Source: an optimization exercise on an open RTL-to-GDS flow (aim: small area). Production flows keep margins and buffers that such runs may drop.
The RTL was checked by simulation tests, not by an equivalence proof against the original design.
No activity file was given, so power comes from the tool's default toggle rates.

$ cat design/flow/run.sh
#!/bin/bash
# synth_recipe.tcl (not shown) runs the flow's synth.tcl, then flattens the netlist and writes it again
# the make line also repeats each setting of config.mk as NAME=value (left out here)
make -C /OpenROAD-flow-scripts/flow DESIGN_CONFIG=/design/flow/config.mk WORK_HOME=/design/flow/orfs CLKGATE_MAP_FILE= SYNTH_SCRIPT=/design/flow/synth_recipe.tcl finish
$ cat design/flow/config.mk
export PLATFORM = sky130hd
export DESIGN_NAME = mucom_codec
export DESIGN_NICKNAME = mucom_codec
export VERILOG_FILES = /design/flow/design.v
export SDC_FILE = /design/flow/constraint.sdc
export NUM_CORES = 4
export LEC_CHECK = 0
export CAP_MARGIN = 20
export CORE_MARGIN = 2
export CORE_UTILIZATION = 40
export SLEW_MARGIN = 20
$ cat design/flow/constraint.sdc
create_clock -name core_clock -period 10.0 [get_ports {clk}]
set_input_delay 2.0000 -clock core_clock [delete_from_list [all_inputs] [get_ports {clk}]]
set_output_delay 2.0000 -clock core_clock [all_outputs]
set_load 0.01 [all_outputs]
$ cat design/flow/design.v
module mucom_codec (
    input  wire        clk,
    input  wire        rst,
    input  wire        rx_valid,
    input  wire [7:0]  rx_byte,
    input  wire        rx_clear,
    output reg         disp_valid,
    output reg  [1:0]  disp_kind,
    output reg  [3:0]  disp_dcnt,
    output reg  [71:0] disp_data,
    output reg         rsp_done,
    output reg  [3:0]  rsp_dcnt,
    output reg  [71:0] rsp_data,
    input  wire        tx_valid,
    output wire        tx_ready,
    input  wire [1:0]  tx_kind,
    input  wire [2:0]  tx_cntf,
    input  wire [71:0] tx_data,
    output wire        out_valid,
    output wire [7:0]  out_byte,
    input  wire        out_ready
);
    localparam [1:0] K_WREQ = 2'b00;
    localparam [1:0] K_RREQ = 2'b01;
    localparam [1:0] K_RRSP = 2'b10;
    localparam [1:0] K_EXEC = 2'b11;
    function [3:0] rawlen;
        input [3:0] n;
        begin
            case (n)
                4'd1:    rawlen = 4'd2;
                4'd2:    rawlen = 4'd3;
                4'd3:    rawlen = 4'd5;
                4'd4:    rawlen = 4'd6;
                4'd5:    rawlen = 4'd7;
                4'd6:    rawlen = 4'd8;
                4'd7:    rawlen = 4'd9;
                4'd8:    rawlen = 4'd10;
                default: rawlen = 4'd11;
            endcase
        end
    endfunction
    reg  [3:0] cnt;           
    reg  [1:0] kind;
    reg  [3:0] dcnt;          
    reg  [7:0] raw [0:10];
    wire       rx_start = rx_byte[7];
    wire [3:0] need     = (kind == K_RREQ) ? 4'd2 :
                          (dcnt == 4'd1)   ? 4'd3 : dcnt + 4'd3;
    wire       rx_cont  = rx_valid && !rx_clear && !rx_start && (cnt != 4'd0);
    wire       complete = rx_cont && (cnt + 4'd1 >= need);
    reg  [7:0] raw_now [0:10];
    integer j;
    always @(*) begin
        for (j = 0; j < 11; j = j + 1)
            raw_now[j] = (j == cnt) ? rx_byte : raw[j];
    end
    wire [71:0] stream = {raw_now[0][1:0],
                          raw_now[1][6:0], raw_now[2][6:0], raw_now[3][6:0],
                          raw_now[4][6:0], raw_now[5][6:0], raw_now[6][6:0],
                          raw_now[7][6:0], raw_now[8][6:0], raw_now[9][6:0],
                          raw_now[10][6:0]};
    reg  [71:0] unpacked;     
    integer i;
    always @(*) begin
        for (i = 0; i < 9; i = i + 1)
            unpacked[8*i +: 8] = stream[71 - 8*i -: 8];
    end
    always @(posedge clk) begin
        if (rst) begin
            cnt        <= 4'd0;
            disp_valid <= 1'b0;
            rsp_done   <= 1'b0;
        end else begin
            disp_valid <= 1'b0;
            rsp_done   <= 1'b0;
            if (rx_clear) begin
                cnt <= 4'd0;
            end else if (rx_valid) begin
                if (rx_start) begin
                    raw[0] <= rx_byte;
                    cnt    <= 4'd1;
                    kind   <= rx_byte[6:5];
                    dcnt   <= {1'b0, rx_byte[4:2]} + 4'd1;
                end else if (cnt != 4'd0) begin
                    raw[cnt] <= rx_byte;
                    if (complete) begin
                        cnt <= 4'd0;
                        if (kind == K_RRSP) begin
                            rsp_done <= 1'b1;
                            rsp_dcnt <= dcnt;
                            rsp_data <= unpacked;
                        end else begin
                            disp_valid <= 1'b1;
                            disp_kind  <= kind;
                            disp_dcnt  <= dcnt;
                            disp_data  <= unpacked;
                        end
                    end else begin
                        cnt <= cnt + 4'd1;
                    end
                end
            end
        end
    end
    reg        busy;
    reg  [3:0] txlen;
    reg  [3:0] txidx;
    reg  [7:0] txbuf [0:10];
    wire [3:0]  tx_n = (tx_kind == K_RREQ) ? 4'd1 : {1'b0, tx_cntf} + 4'd2;
    reg  [71:0] tx_stream;    
    integer k;
    always @(*) begin
        for (k = 0; k < 9; k = k + 1)
            tx_stream[71 - 8*k -: 8] = (k < tx_n) ? tx_data[8*k +: 8] : 8'h00;
    end
    assign tx_ready  = !busy;
    assign out_valid = busy;
    assign out_byte  = txbuf[txidx];
    integer m;
    always @(posedge clk) begin
        if (rst) begin
            busy <= 1'b0;
        end else if (!busy) begin
            if (tx_valid) begin
                busy     <= 1'b1;
                txidx    <= 4'd0;
                txlen    <= rawlen(tx_n);
                txbuf[0] <= {1'b1, tx_kind, tx_cntf, tx_stream[71:70]};
                for (m = 1; m < 11; m = m + 1)
                    txbuf[m] <= {1'b0, tx_stream[71 - 2 - 7*(m-1) -: 7]};
            end
        end else if (out_ready) begin
            if (txidx == txlen - 4'd1)
                busy <= 1'b0;
            else
                txidx <= txidx + 4'd1;
        end
    end
endmodule
==> results.sh, run 1 <==
export IMPL_status="complete, no violations"
export IMPL_cp_end_kind="output pin"
export IMPL_final_cell_mix="edfxtp_1, clkdlybuf4s50_1, mux2_2"
export IMPL_die_height_um=181
export IMPL_required_ps=8000
export IMPL_cts_tree="done"
export IMPL_final_common_cell="edfxtp_1"
export IMPL_antenna_found_initial=0
export IMPL_async_reset_ff_frac=0
export IMPL_drc=0
export IMPL_max_cap_viol_count=0
export IMPL_min_period_ps=5390
export IMPL_startpoint="txidx[0]"
export IMPL_power_density_nw_per_um2=174
export IMPL_stdcell_area_um2=16700
export IMPL_timing_final_max_slew_violations=0
export IMPL_ios=257
export IMPL_regToRegSetupSlack_ps=6730
export IMPL_cts_inserted_buffers=34
export IMPL_drt_total_wl_um=29300
export IMPL_slew_headroom=0.299
export IMPL_cts_sinks=324
export IMPL_hold_viol=0
export IMPL_synth_ff_latch_count=324
export IMPL_cts_buffer_depth=3
export IMPL_endpoint="out_byte[1]"
export IMPL_antenna_left=0
export IMPL_place_congestion=0.869
export IMPL_fin_nets=1116
export IMPL_yosys_warnings=3
export IMPL_place_hpwl_um=20200
export IMPL_htreeDepth=2
export IMPL_grt_use_total=0.179
export IMPL_rows=64
export IMPL_worst_slew_pin_slew_ps=1050
export IMPL_postCtsHoldBufs=0
export IMPL_postPlaceCellArea_um2=15600
export IMPL_fin_crit_sh=0.539
export IMPL_avgViaCountPerCell=5.09
export IMPL_clk_pin_slew_ps=60
export IMPL_timing_rr_start="dcnt[0]"
export IMPL_postCtsSetupRepairBufs=0
export IMPL_first_global_vias=7356
export IMPL_crit_fanout=20
export IMPL_dr_total_vias=7270
export IMPL_io_buffers=256
export IMPL_max_clock_freq_ghz=0.186
export IMPL_area_growth_syn_to_layout_pct=32.7
export IMPL_synth_area_um2=12600
export IMPL_p_total_mw=2.90
export IMPL_ir_drop_uv=107
export IMPL_synth_edf_count=317
export IMPL_reg2reg_to="rsp_data[30]"
export IMPL_coreArea_um2=30700
export IMPL_avgSynthCellArea_um2=17.1
export IMPL_synth_cells=735
export IMPL_drt_iter0_markers=621
export IMPL_clockRootBuffer="clkbuf_16"
export IMPL_hold_path_class="register to register"
export IMPL_finalSetupTns_ps=0
export IMPL_path_class="register to output pin"
export IMPL_antennaDiodeCount=0
export IMPL_grt_max_degree=83
export IMPL_p_leak_nw=5.64
export IMPL_overflow=0
export IMPL_crit_path_start_kind="register"
export IMPL_dieWidth_um=181
export IMPL_pre_cts_slack_ps=5180
export IMPL_ys_flop_type="edfxtp_1"
export IMPL_fin_util=0.542
export IMPL_ys_types=55
export IMPL_clock_skew_ps=17.9
export IMPL_rsz0062_at_grt="false"
export IMPL_grt_pass1_wl_um=44700
export IMPL_cts_resized=0
export IMPL_layout_setup_ws_ps=4610
export IMPL_die_area_um2=32800
export IMPL_drive_gt1_frac=0.126
export IMPL_drtPass1Iterations=7
export IMPL_drt_wirelength_per_cell_um=20.5
export IMPL_r2r_cells=10
export IMPL_seq_area_frac_synth=0.769
export IMPL_setup_viol=0
export IMPL_syn_nets=843
export IMPL_cp_arrival_ps=3390
export IMPL_start_util=0.409
export IMPL_clk_latency_ps=520
## cells in the mapped netlist, types with 12 or more instances
cell type / instances / share of area
a21oi_1: 15 / 0.0060
a22oi_1: 15 / 0.0090
and2_1: 62 / 0.031
and3_1: 12 / 0.0060
clkbuf_1: 12 / 0.0036
edfxtp_1: 317 / 0.76
ha_1: 17 / 0.017
inv_1: 16 / 0.0048
mux2_2: 63 / 0.056
nand2_1: 30 / 0.0090
nor2_1: 24 / 0.0072
nor2b_1: 14 / 0.0070
o21ai_0: 17 / 0.0068
## flip-flops by register name, summed over array words and instances, names as in the netlist
register,flops
rsp_done,1
txidx,4
disp_dcnt,4
txbuf,77
disp_kind,2
dcnt,4
disp_valid,1
txlen,4
kind,2
disp_data,72
busy,1
rsp_data,72
rsp_dcnt,4
raw,72
cnt,4
## layout make-up
type | instances | area [um^2]
Fill cell | 2517 | 14100
Timing Repair Buffer | 262 | 2610
Sequential cell | 324 | 9660
Clock inverter | 24 | 239
Multi-Input combinational cell | 369 | 2750
Clock buffer | 36 | 858
Tap cell | 396 | 495
Inverter | 17 | 63.8
## worst max-delay path, cell delays in order (launching register included)
cell and delay, ps:
edfxtp_1 480, inv_1 120, ha_1 700, nor2_1 80, a32o_1 350, a222oi_1 470, o21ai_1 150, clkdlybuf4s50_1 520
## kinds of logic (layout without fill, tap and decap cells)
kind of cell    after synthesis  count (layout)  share of synthesized area
fa+ha+maj                    17              17                     0.0169
xor+xnor                     11              11                    0.00767
mux                          68              68                     0.0606
buf+inv                      42             339                     0.0148
compound gates               90              90                     0.0499
simple gates                183             183                     0.0814
flops                       324             324                      0.769
## stage by stage
stage / cells / hold WS [ps]
global placement: 1368 / 510
detailed placement: 1368 / 521
finish: 1428 / 535
CTS: 1428 / 541
floorplan: 735 / 463
global route: 1428 / 560
## where the power goes
| part | leakage [nW] | internal (mW) | switching, mW | total [mW] |
|---|---|---|---|---|
| Sequential | 2.95 | 1.50 | 0.0115 | 1.51 |
| Combinational | 2.16 | 0.0731 | 0.0769 | 0.150 |
| Clock | 0.528 | 0.730 | 0.508 | 1.24 |
## how the worst min path moves through the flow
stage,start,end,slack [ps],cells past startpoint
floorplan,dcnt[1],disp_dcnt[1],460,0
global placement,dcnt[1],disp_dcnt[1],510,0
detailed placement,dcnt[1],disp_dcnt[1],520,0
CTS,dcnt[3],disp_dcnt[3],540,0
global route,dcnt[3],disp_dcnt[3],560,0
finish,dcnt[1],disp_dcnt[1],530,0
## per-layer routing
metal | part of all wire | vias to the layer above | global-route usage
met1 | 0.44 | 3570 | 0.251
met3 | 0.065 | 42 | 0.0349
met5 | 0 | - | 0
li1 | - | 3367 | -
met4 | 0.022 | 0 | 0.0527
met2 | 0.47 | 291 | 0.285
==> run 2: changes to the inputs <==
==> design/flow/design.v (replaced) <==
module mucom_codec (
    input  wire        clk,
    input  wire        rst,
    input  wire        rx_valid,
    input  wire [7:0]  rx_byte,
    input  wire        rx_clear,
    output reg         disp_valid,
    output wire [1:0]  disp_kind,
    output wire [3:0]  disp_dcnt,
    output wire [71:0] disp_data,
    output reg         rsp_done,
    output wire [3:0]  rsp_dcnt,
    output wire [71:0] rsp_data,
    input  wire        tx_valid,
    output wire        tx_ready,
    input  wire [1:0]  tx_kind,
    input  wire [2:0]  tx_cntf,
    input  wire [71:0] tx_data,
    output wire        out_valid,
    output wire [7:0]  out_byte,
    input  wire        out_ready
);
    reg  [3:0]  cnt;          
    reg  [76:0] w;            
    reg  [71:0] rsp_s;        
    reg  [2:0]  rsp_cntf;
    wire [1:0]  kind = w[76:75];
    wire [2:0]  cntf = w[74:72];
    wire [3:0]  last = (kind == 2'b01)  ? 4'd1 :
                       (cntf == 3'd0)   ? 4'd2 : {1'b0, cntf} + 4'd3;
    wire        take     = rx_valid & ~rx_clear;
    wire        rx_start = take & rx_byte[7];
    wire        rx_cont  = take & ~rx_byte[7] & (cnt != 4'd0);
    wire        complete = rx_cont & (cnt == last);
    wire        is_rsp   = (kind == 2'b10);
    reg  [76:0] w_next;
    integer j;
    always @(*) begin
        for (j = 0; j < 11; j = j + 1) begin
            if (j == 0)
                w_next[76 -: 7] = ({7{rx_start}} & rx_byte[6:0]) |
                                  ({7{~rx_start}} & w[76 -: 7]);
            else
                w_next[76 - 7*j -: 7] = ({7{rx_cont & (cnt == j)}} & rx_byte[6:0]) |
                                        ({7{~(rx_cont & (cnt == j))}} & w[76 - 7*j -: 7]);
        end
    end
    always @(posedge clk) begin
        w <= w_next;
        if (complete & is_rsp) begin
            rsp_s    <= w_next[71:0];
            rsp_cntf <= cntf;
        end
    end
    always @(posedge clk) begin
        if (rst) begin
            cnt        <= 4'd0;
            disp_valid <= 1'b0;
            rsp_done   <= 1'b0;
        end else begin
            disp_valid <= complete & ~is_rsp;
            rsp_done   <= complete & is_rsp;
            if (rx_clear | complete)
                cnt <= 4'd0;
            else if (rx_start)
                cnt <= 4'd1;
            else if (rx_cont)
                cnt <= cnt + 4'd1;
        end
    end
    assign disp_kind = kind;
    assign disp_dcnt = {1'b0, cntf} + 4'd1;
    assign rsp_dcnt  = {1'b0, rsp_cntf} + 4'd1;
    genvar g;
    generate
        for (g = 0; g < 9; g = g + 1) begin : unpack
            assign disp_data[8*g +: 8] = w[71 - 8*g -: 8];
            assign rsp_data[8*g +: 8]  = rsp_s[71 - 8*g -: 8];
        end
    endgenerate
    reg         busy;
    reg  [3:0]  txidx;
    reg  [76:0] t;            
    wire [1:0]  t_kind = t[76:75];
    wire [2:0]  t_cntf = t[74:72];
    wire [3:0]  t_last = (t_kind == 2'b01) ? 4'd1 :
                         (t_cntf == 3'd0)  ? 4'd2 : {1'b0, t_cntf} + 4'd3;
    wire        at_last = (txidx == t_last);
    wire [71:0] tx_s;
    generate
        for (g = 0; g < 9; g = g + 1) begin : pack
            assign tx_s[71 - 8*g -: 8] = tx_data[8*g +: 8];
        end
    endgenerate
    always @(posedge clk) begin
        if (!busy)
            t <= {tx_kind, tx_cntf, tx_s};
    end
    reg  [6:0]  chunk;
    reg  [6:0]  padmask;      
    integer c;
    always @(*) begin
        chunk = 7'd0;
        for (c = 0; c < 11; c = c + 1)
            if (txidx == c)
                chunk = t[76 - 7*c -: 7];
        padmask = 7'h7f;
        if (at_last) begin
            case (txidx)
                4'd1:    padmask = 7'h7e;    
                4'd4:    padmask = 7'h40;    
                4'd5:    padmask = 7'h60;    
                4'd6:    padmask = 7'h70;    
                4'd7:    padmask = 7'h78;    
                4'd8:    padmask = 7'h7c;    
                4'd9:    padmask = 7'h7e;    
                default: padmask = 7'h7f;
            endcase
        end
    end
    assign tx_ready  = !busy;
    assign out_valid = busy;
    assign out_byte  = {txidx == 4'd0, chunk & padmask};
    always @(posedge clk) begin
        if (rst) begin
            busy <= 1'b0;
        end else if (!busy) begin
            if (tx_valid) begin
                busy  <= 1'b1;
                txidx <= 4'd0;
            end
        end else if (out_ready) begin
            if (at_last)
                busy <= 1'b0;
            else
                txidx <= txidx + 4'd1;
        end
    end
endmodule
--- a/design/flow/config.mk
+++ b/design/flow/config.mk
@@ -7,2 +7,3 @@
 export LEC_CHECK = 0
+export ABC_AREA = 1
 export CAP_MARGIN = 20
==> run 2 against run 1 <==
  * Still clean on timing, DRC and antenna
  * Synthesized cell count is 3.4% higher
  * Worst setup slack worse by 160 ps
  * Critical path depth is 6 higher
  * Fmax is 2.9% lower
  * Synthesized area is 28% lower
  * Utilization is 3.4 points higher
  * Wire length is 18% lower
  * Critical path type unchanged
  * Critical endpoint is now out_byte[2]
  * Highest routed layer unchanged
==> results.sh, run 2 <==
export IMPL_postPlaceCellArea_um2=11800
export IMPL_ios=257
export IMPL_synth_area_leaders="edfxtp_1, dfxtp_1, nand2_1"
export IMPL_min_period_ps=5550
export IMPL_yosys_warnings=1
export IMPL_worst_slew_pin_slew_ps=1010
export IMPL_place_hpwl_um=16600
export IMPL_dieWidth_um=154
export IMPL_rows=54
export IMPL_grt_max_degree=80
export IMPL_fin_cells=1327
export IMPL_cp_end_kind="output pin"
export IMPL_htreeDepth=1
export IMPL_ir_drop_uv=146
export IMPL_regArea_um2=6420
export IMPL_clockRootBuffer="clkbuf_16"
export IMPL_hold_path_class="register to register"
export IMPL_cts_sinks=240
export IMPL_start_util=0.411
export IMPL_max_stage_delay_ps=570
export IMPL_clk_pin_slew_ps=60
export IMPL_regToRegSetupSlack_ps=6810
export IMPL_final_cell_mix="clkdlybuf4s50_1, nand2_1, edfxtp_1"
export IMPL_synth_area_um2=9020
export IMPL_largest_reg_flops=77
export IMPL_critical_path_slowest_cell="clkdlybuf4s50_1"
export IMPL_max_clock_freq_ghz=0.180
export IMPL_coreArea_um2=22000
export IMPL_crit_top_cell="nand2_1"
export IMPL_antenna_found_initial=1
export IMPL_overflow=0
export IMPL_syn_nets=865
export IMPL_drt_iter0_markers=273
export IMPL_slew_headroom=0.326
export IMPL_clk_latency_ps=530
export IMPL_drive_gt1_frac=0.0746
export IMPL_synth_ff_latch_count=240
export IMPL_required_ps=8000
export IMPL_status="complete, no violations"
export IMPL_drc=0
export IMPL_fin_crit_sh=0.555
export IMPL_cts_inserted_buffers=26
export IMPL_grt_use_total=0.198
export IMPL_avgViaCountPerCell=4.75
export IMPL_final_common_cell="clkdlybuf4s50_1"
export IMPL_drtPass1Iterations=4
export IMPL_crit_fanout=11
export IMPL_place_congestion=0.797
export IMPL_avgSynthCellArea_um2=11.9
export IMPL_seq_area_frac_synth=0.711
export IMPL_die_area_um2=23800
export IMPL_first_global_vias=6364
export IMPL_hold_viol=0
export IMPL_drt_wirelength_per_cell_um=18.0
export IMPL_rsz0062_at_grt="false"
export IMPL_synth_edf_count=161
export IMPL_timing_final_max_slew_violations=0
export IMPL_synth_most_common_cell="nand2_1"
export IMPL_area_growth_syn_to_layout_pct=40.3
export IMPL_cp_arrival_ps=3550
export IMPL_drt_total_wl_um=23900
export IMPL_ys_flop_type="edfxtp_1"
export IMPL_dpl_cell_count=1277
export IMPL_synth_area_leader_cell="edfxtp_1"
export IMPL_postCtsSetupRepairBufs=0
export IMPL_synth_cells=760
export IMPL_cts_buffer_depth=3
export IMPL_dr_total_vias=6302
export IMPL_multi_input_area_um2=2220
export IMPL_path_class="register to output pin"
export IMPL_power_density_nw_per_um2=172
export IMPL_synth_top_cells_by_count="nand2_1, edfxtp_1, dfxtp_1"
export IMPL_reg_top3="t (77), rsp_s (72), w (72)"
export IMPL_async_reset_ff_frac=0
export IMPL_top_register="t"
export IMPL_die_height_um=154
export IMPL_crit_path_cell_trace="inv_1 -> ha_1 -> inv_1 -> nor2_1 -> inv_1 -> nand2_1 -> a31oi_1 -> nand2_1 -> nand2_1 -> nand3_1 -> nand2_1 -> a21oi_1 -> clkdlybuf4s50_1"
export IMPL_max_cap_viol_count=0
export IMPL_cts_tree="done"
export IMPL_clock_skew_ps=13.3
export IMPL_cts_resized=0
export IMPL_stdcell_area_um2=12700
export IMPL_ys_types=36
export IMPL_grt_pass1_wl_um=36000
export IMPL_finalSetupTns_ps=0
export IMPL_crit_path_start_kind="register"
export IMPL_synth_top_area_frac=0.536
export IMPL_n_fill_cell=1827
export IMPL_setup_viol=0
export IMPL_antenna_left=0
export IMPL_fin_nets=1130
export IMPL_io_buffers=256
export IMPL_postCtsHoldBufs=0
export IMPL_p_leak_nw=4.78
==> run 2: cell count changes after synthesis, moves of 22 or more <==
cell	before	now
edfxtp_1	317	161
nand2_1	30	183
nor2_1	24	46
o21ai_0	17	68
dfxtp_1	7	79
inv_1	16	56
mux2_2	63	0
and2_1	62	0
==> run 2: cell type report <==
| type | instances | area share |
|---|---|---|
| antenna | 2 | 0.000395 |
| clock inverter | 7 | 0.00573 |
| sequential | 240 | 0.507 |
| inverter | 61 | 0.0184 |
| tap | 280 | 0.0277 |
| multi-input combinational | 438 | 0.176 |
| timing repair buffer | 258 | 0.204 |
| clock buffer | 41 | 0.0614 |
==> run 2: where the power goes <==
group / internal [mW] / switching (mW) / total (mW)
Combinational: 0.0701 / 0.0766 / 0.147
Sequential: 1.09 / 0.0130 / 1.10
Clock: 0.558 / 0.376 / 0.934
Total: 1.71 / 0.466 / 2.18
==> run 2: cell families after synthesis <==
kind of cell / Yosys count / share of synthesized area
and+or+nand+nor: 295 / 0.145
DFF: 240 / 0.711
AOI/OAI and AO/OA: 118 / 0.0703
buffers and inverters: 82 / 0.0429
adders and majority gates: 14 / 0.0194
xor gates and xnor gates: 11 / 0.0107
==> run 2: critical path: cells and delay by family (launching register included) <==
family / cells / cell delay [ps]
adders and majority gates: 1 / 330
buffers and inverters: 4 / 1090
AOI/OAI and AO/OA: 2 / 220
DFF: 1 / 460
and+or+nand+nor: 6 / 910
==> run 2: metrics by stage <==
stage / setup slack, ps / power, mW / utilization / hold WS, ps
6_report: 4450 / 2.18 / 0.576 / 483
5_1_grt: 4120 / 2.26 / 0.576 / 512
3_3_place_gp: 5000 / 1.27 / 0.537 / 465
3_5_place_dp: 4980 / 1.27 / 0.537 / 475
4_1_cts: 4410 / 2.21 / 0.576 / 486
2_1_floorplan: 1640 / 1.19 / - / 471
==> run 2: final timing paths <==
check,cells after the start,to,startpoint
worst max-delay path,13,out_byte[2],txidx[0]
worst min-delay path,2,w[36],w[36]
worst max register to register,8,rsp_s[36],cnt[0]
worst min register to register,2,w[36],w[36]
==> run 2: per-layer routing <==
layer,vias to the layer above,global-route usage,wire [um]
met3,40,0.104,3090
met1,2887,0.232,9270
li1,3128,-,-
met4,0,0.0654,763
met2,247,0.314,10800
met5,-,0,0
==> run 3: changes to the inputs <==
--- a/design/flow/design.v
+++ b/design/flow/design.v
@@ -6,3 +6,3 @@
     input  wire        rx_clear,
-    output reg         disp_valid,
+    output wire        disp_valid,
     output wire [1:0]  disp_kind,
@@ -10,3 +10,3 @@
     output wire [71:0] disp_data,
-    output reg         rsp_done,
+    output wire        rsp_done,
     output wire [3:0]  rsp_dcnt,
@@ -22,3 +22,52 @@
 );
+    function [3:0] lastidx;
+        input [1:0] k;
+        input [2:0] c;
+        begin
+            if (k == 2'b01)
+                lastidx = 4'd1;
+            else
+                case (c)
+                    3'd0: lastidx = 4'd2;
+                    3'd1: lastidx = 4'd4;
+                    3'd2: lastidx = 4'd5;
+                    3'd3: lastidx = 4'd6;
+                    3'd4: lastidx = 4'd7;
+                    3'd5: lastidx = 4'd8;
+                    3'd6: lastidx = 4'd9;
+                    default: lastidx = 4'd10;
+                endcase
+        end
+    endfunction
+    function [3:0] dcnt;
+        input [2:0] c;
+        case (c)
+            3'd0: dcnt = 4'd1;
+            3'd1: dcnt = 4'd2;
+            3'd2: dcnt = 4'd3;
+            3'd3: dcnt = 4'd4;
+            3'd4: dcnt = 4'd5;
+            3'd5: dcnt = 4'd6;
+            3'd6: dcnt = 4'd7;
+            default: dcnt = 4'd8;
+        endcase
+    endfunction
+    function [3:0] inc;
+        input [3:0] n;
+        case (n)
+            4'd0: inc = 4'd1;
+            4'd1: inc = 4'd2;
+            4'd2: inc = 4'd3;
+            4'd3: inc = 4'd4;
+            4'd4: inc = 4'd5;
+            4'd5: inc = 4'd6;
+            4'd6: inc = 4'd7;
+            4'd7: inc = 4'd8;
+            4'd8: inc = 4'd9;
+            4'd9: inc = 4'd10;
+            default: inc = 4'd0;
+        endcase
+    endfunction
     reg  [3:0]  cnt;          
+    reg         done;         
     reg  [76:0] w;            
@@ -28,4 +77,3 @@
     wire [2:0]  cntf = w[74:72];
-    wire [3:0]  last = (kind == 2'b01)  ? 4'd1 :
-                       (cntf == 3'd0)   ? 4'd2 : {1'b0, cntf} + 4'd3;
+    wire [3:0]  last = lastidx(kind, cntf);
     wire        take     = rx_valid & ~rx_clear;
@@ -57,7 +105,5 @@
             cnt        <= 4'd0;
-            disp_valid <= 1'b0;
-            rsp_done   <= 1'b0;
+            done       <= 1'b0;
         end else begin
-            disp_valid <= complete & ~is_rsp;
-            rsp_done   <= complete & is_rsp;
+            done       <= complete;
             if (rx_clear | complete)
@@ -67,8 +113,10 @@
             else if (rx_cont)
-                cnt <= cnt + 4'd1;
+                cnt <= inc(cnt);
         end
     end
-    assign disp_kind = kind;
-    assign disp_dcnt = {1'b0, cntf} + 4'd1;
-    assign rsp_dcnt  = {1'b0, rsp_cntf} + 4'd1;
+    assign disp_valid = done & ~is_rsp;
+    assign rsp_done   = done & is_rsp;
+    assign disp_kind  = kind;
+    assign disp_dcnt  = dcnt(cntf);
+    assign rsp_dcnt   = dcnt(rsp_cntf);
     genvar g;
@@ -85,4 +133,3 @@
     wire [2:0]  t_cntf = t[74:72];
-    wire [3:0]  t_last = (t_kind == 2'b01) ? 4'd1 :
-                         (t_cntf == 3'd0)  ? 4'd2 : {1'b0, t_cntf} + 4'd3;
+    wire [3:0]  t_last = lastidx(t_kind, t_cntf);
     wire        at_last = (txidx == t_last);
@@ -135,3 +182,3 @@
             else
-                txidx <= txidx + 4'd1;
+                txidx <= inc(txidx);
         end
==> design/flow/flow/run.sh (new file) <==
#!/bin/bash
# Layout flow: the standard flow, with three changes to how the layout is
# made (the design, clock and constraints are the design's):
#  1. after the standard synthesis, combinational cells that ABC sized up are
#     set back to their smallest drive strength and ABC's buffers removed
#     (registers untouched); placement's repair_design re-buffers where needed;
#  2. each port gets a buf_1 as its port buffer;
#  3. the clock tree is built from clkbuf_4 cells with small sink clusters.
# Each tool's output goes to a log file of its own in this folder.
set -euo pipefail
R=orfs/results/${FLOW_PLATFORM}/mucom_codec/base
bash standard.sh synth > log_synth.txt 2>&1
openroad -no_init -exit flow/downsize.tcl > log_downsize.txt 2>&1
touch $R/1_synth.sdc
bash standard.sh finish \
  "BUFFER_PORTS_ARGS=-buffer_cell sky130_fd_sc_hd__buf_1" \
  "CTS_ARGS=-sink_clustering_enable -repair_clock_nets -dont_use_dummy_load -buf_list sky130_fd_sc_hd__clkbuf_4 -sink_clustering_size 10 -sink_clustering_max_diameter 50" \
  > log_finish.txt 2>&1
==> design/flow/flow/downsize.tcl (new file) <==
# Set every combinational cell of the synthesized netlist to the smallest
# drive strength of its function, and remove ABC's buffers. Registers keep
# their cells.
set plat /OpenROAD-flow-scripts/flow/platforms/sky130hd
if {[info exists ::env(FLOW_HOME)]} { set plat $::env(FLOW_HOME)/platforms/sky130hd }
read_liberty $plat/lib/sky130_fd_sc_hd__tt_025C_1v80.lib
set R orfs/results/$::env(FLOW_PLATFORM)/mucom_codec/base
read_db $R/1_synth.odb
read_sdc $R/1_synth.sdc
remove_buffers
set n 0
foreach inst [get_cells *] {
  set m [get_property $inst ref_name]
  if {[regexp {^(sky130_fd_sc_hd__[a-z0-9]+)_([0-9]+)$} $m -> base drive]} {
    if {[string match "*df*" $base] || [string match "*dl*" $base] || [string match "*conb*" $base]} { continue }
    foreach d {1 0} {
      if {$d >= $drive} { break }
      set lc [get_lib_cells -quiet */${base}_$d]
      if {[llength $lc] > 0 && [get_property [lindex $lc 0] area] <= [get_property [get_lib_cells */$m] area]} {
        if {![catch {replace_cell $inst [lindex $lc 0]}]} { incr n; break }
      }
    }
  }
}
puts "downsized $n cells"
write_db $R/1_synth.odb
==> design/flow/standard.sh (new file) <==
#!/bin/bash
# synth_recipe.tcl (not shown) runs the flow's synth.tcl, then flattens the netlist and writes it again
# the make line also repeats each setting of config.mk as NAME=value (left out here)
make -C /OpenROAD-flow-scripts/flow DESIGN_CONFIG=/design/flow/config.mk WORK_HOME=/design/flow/orfs CLKGATE_MAP_FILE= SYNTH_SCRIPT=/design/flow/synth_recipe.tcl "${@:-finish}"
removed: design/flow/run.sh
==> run 3 against run 2 <==
  * Critical path type unchanged
  * Still clean
  * Sequential share of layout area increased by 13 points
  * Power down 23%
  * Worst hold slack better by 3.4 ps
  * Largest cell class unchanged
==> results.sh, run 3 <==
export IMPL_drt_total_wl_um=22500
export IMPL_p_seq_frac=0.659
export IMPL_postCtsSetupRepairBufs=0
export IMPL_postCtsHoldBufs=0
export IMPL_cp_end_kind="output pin"
export IMPL_place_hpwl_um=16000
export IMPL_layout_setup_ws_ps=5080
export IMPL_cts_tree="done"
export IMPL_fin_cells=1285
export IMPL_p_total_mw=1.69
export IMPL_grt_pass1_wl_um=32900
export IMPL_reg_top3="t (77), rsp_s (72), w (72)"
export IMPL_crit_path_start_kind="register"
export IMPL_avgSynthCellArea_um2=12.0
export IMPL_syn_nets=813
export IMPL_final_cell_mix="buf_1, nand2_1, edfxtp_1"
export IMPL_cp_buffers_inverters=3
export IMPL_netSwitchingPower_mw=0.396
export IMPL_regToRegSetupSlack_ps=6630
export IMPL_reg2reg_to="rsp_cntf[1]"
export IMPL_dpl_cell_count=1249
export IMPL_status="complete, no violations"
export IMPL_die_area_um2=22700
export IMPL_antenna_found_initial=1
export IMPL_ios=257
export IMPL_grt_max_degree=80
export IMPL_pre_cts_slack_ps=5190
export IMPL_die_height_um=151
export IMPL_cts_resized=0
export IMPL_cts_inserted_buffers=35
export IMPL_io_buffers=256
export IMPL_max_stage_delay_ps=510
export IMPL_cp_arrival_ps=2920
export IMPL_dieWidth_um=151
export IMPL_clock_skew_ps=107
export IMPL_min_period_ps=4920
export IMPL_drc=0
export IMPL_path_delay_family="simple AND/OR/NAND/NOR gates"
export IMPL_regArea_um2=6480
export IMPL_antenna_left=0
export IMPL_htreeDepth=2
export IMPL_worst_slew_pin_slew_ps=1000
export IMPL_fin_nets=1108
export IMPL_slew_headroom=0.329
export IMPL_first_global_vias=6124
export IMPL_overflow=0
export IMPL_setup_viol=0
export IMPL_hp_start="w[22]"
export IMPL_fin_crit_sh=0.492
export IMPL_drt_wirelength_per_cell_um=17.5
export IMPL_combPwrFrac=0.058
export IMPL_start_util=0.408
export IMPL_switching_share=0.235
export IMPL_synth_area_um2=8610
export IMPL_required_ps=8000
export IMPL_finalSetupTns_ps=0
export IMPL_coreArea_um2=21100
export IMPL_cts_buffer_depth=3
export IMPL_largest_reg_flops=77
export IMPL_p_int_mw=1.29
export IMPL_rows=53
export IMPL_place_congestion=0.811
export IMPL_cts_sinks=243
export IMPL_crit_cells=12
export IMPL_power_density_nw_per_um2=165
export IMPL_ir_drop_uv=101
export IMPL_clk_pin_slew_ps=100
export IMPL_top_register="t"
export IMPL_timing_final_max_slew_violations=0
export IMPL_drtPass1Iterations=5
export IMPL_drt_iter0_markers=388
export IMPL_area_growth_syn_to_layout_pct=18.5
export IMPL_critical_path_slowest_cell="nor2_1"
export IMPL_r2r_cells=8
export IMPL_crit_path_cell_trace="nor2_1 -> inv_1 -> nor2_1 -> nand2_1 -> o211ai_1 -> a21oi_1 -> nand4_1 -> nand2_1 -> nand3_1 -> o21ai_1 -> inv_1 -> buf_1"
export IMPL_dr_total_vias=6255
export IMPL_grt_use_total=0.192
export IMPL_synth_cells=716
export IMPL_multi_input_area_um2=1890
export IMPL_crit_fanout=9
export IMPL_max_cap_viol_count=0
export IMPL_path_class="register to output pin"
export IMPL_holdWs_ps=486
export IMPL_clockRootBuffer="clkbuf_4"
export IMPL_final_common_cell="buf_1"
export IMPL_startpoint="txidx[2]"
export IMPL_hold_viol=0
export IMPL_drive_gt1_frac=0.0387
export IMPL_n_fill_cell=2013
export IMPL_rsz0062_at_grt="false"
export IMPL_endpoint="out_byte[4]"
export IMPL_yosys_warnings=1
export IMPL_power_clock_fraction=0.283
export IMPL_clk_latency_ps=640
export IMPL_p_leak_nw=3.68
export IMPL_avgViaCountPerCell=4.87
export IMPL_timing_rr_start="cnt[1]"
export IMPL_hold_path_class="register to register"
export IMPL_max_clock_freq_ghz=0.203
==> run 3: routing by layer <==
layer | GRT usage | wire length [um] | up-vias
li1 | - | - | 3075
met1 | 0.230 | 8830 | 2910
met2 | 0.307 | 10600 | 228
met3 | 0.0830 | 2500 | 42
met4 | 0.0720 | 545 | 0
met5 | 0 | 0 | -
==> run 3: final cells by class <==
cell class / instances / area share
Antenna cell: 1 / 0.000245
Multi-Input combinational cell: 405 / 0.185
Sequential cell: 243 / 0.635
Inverter: 68 / 0.0250
Tap cell: 275 / 0.0337
Clock buffer: 35 / 0.0258
Timing Repair Buffer: 258 / 0.0957
==> run 3: through the flow <==
step	area, um^2	utilization
finish	10200	0.484
global route	10200	0.484
CTS	10200	0.484
detailed placement	9940	0.471
global placement	9940	0.471
floorplan	8610	-
==> run 3: worst min path at each step <==
stage	endpoint	slack, ps	cells past startpoint
after floorplan	rsp_cntf[2]	460	0
after global placement	w[69]	460	2
after detailed placement	w[56]	470	2
after CTS	w[0]	490	2
after global routing	w[22]	510	2
final	w[22]	490	2
==> run 3: power by group through the flow <==
stage	Combinational [mW]	Clock, mW	Sequential (mW)
2_1_floorplan	0.0560	0	1.13
3_3_place_gp	0.0990	0	1.13
3_5_place_dp	0.0992	0	1.13
4_1_cts	0.0999	0.497	1.11
5_1_grt	0.112	0.534	1.12
6_report	0.0982	0.477	1.11
==> run 3: worst reg2reg max path: stages (launching register included) <==
cell and delay [ps]:
dfxtp_1 480, inv_1 130, ha_1 230, inv_1 60, o21ai_1 150, a21oi_1 160
nand4_1 240, nor2_4 820, buf_4 630

## separate check: timing with driven ports
The results above use ideal ports. As a check the final layouts listed here were re-extracted and re-timed, cells and wires unchanged.
Step 1: set_driving_cell puts a clkbuf_16 on clk and a buf_2 on each other input, an assumption about the parent block.
Step 2 adds t to the input delays and takes it off the output delays; t is the mean of the earliest and latest rising clock arrival at the registers after step 1. Input paths then give back, and output paths get back, about the clock's delay inside the block.
a / b / c = ideal ports / drivers / drivers and shift; a / b = the first two.
run | shift t [ns] | slack for setup (ns) | worst slew at a driven data input, ns
run 1 | 0.556 | 4.613 / 4.563 / 5.119 | 0.07
run 2 | 0.573 | 4.450 / 4.403 / 4.976 | 0.09
run 3 | 0.618 | 5.078 / 5.037 / 5.203 | 0.07
After both steps every run listed still meets setup and hold.
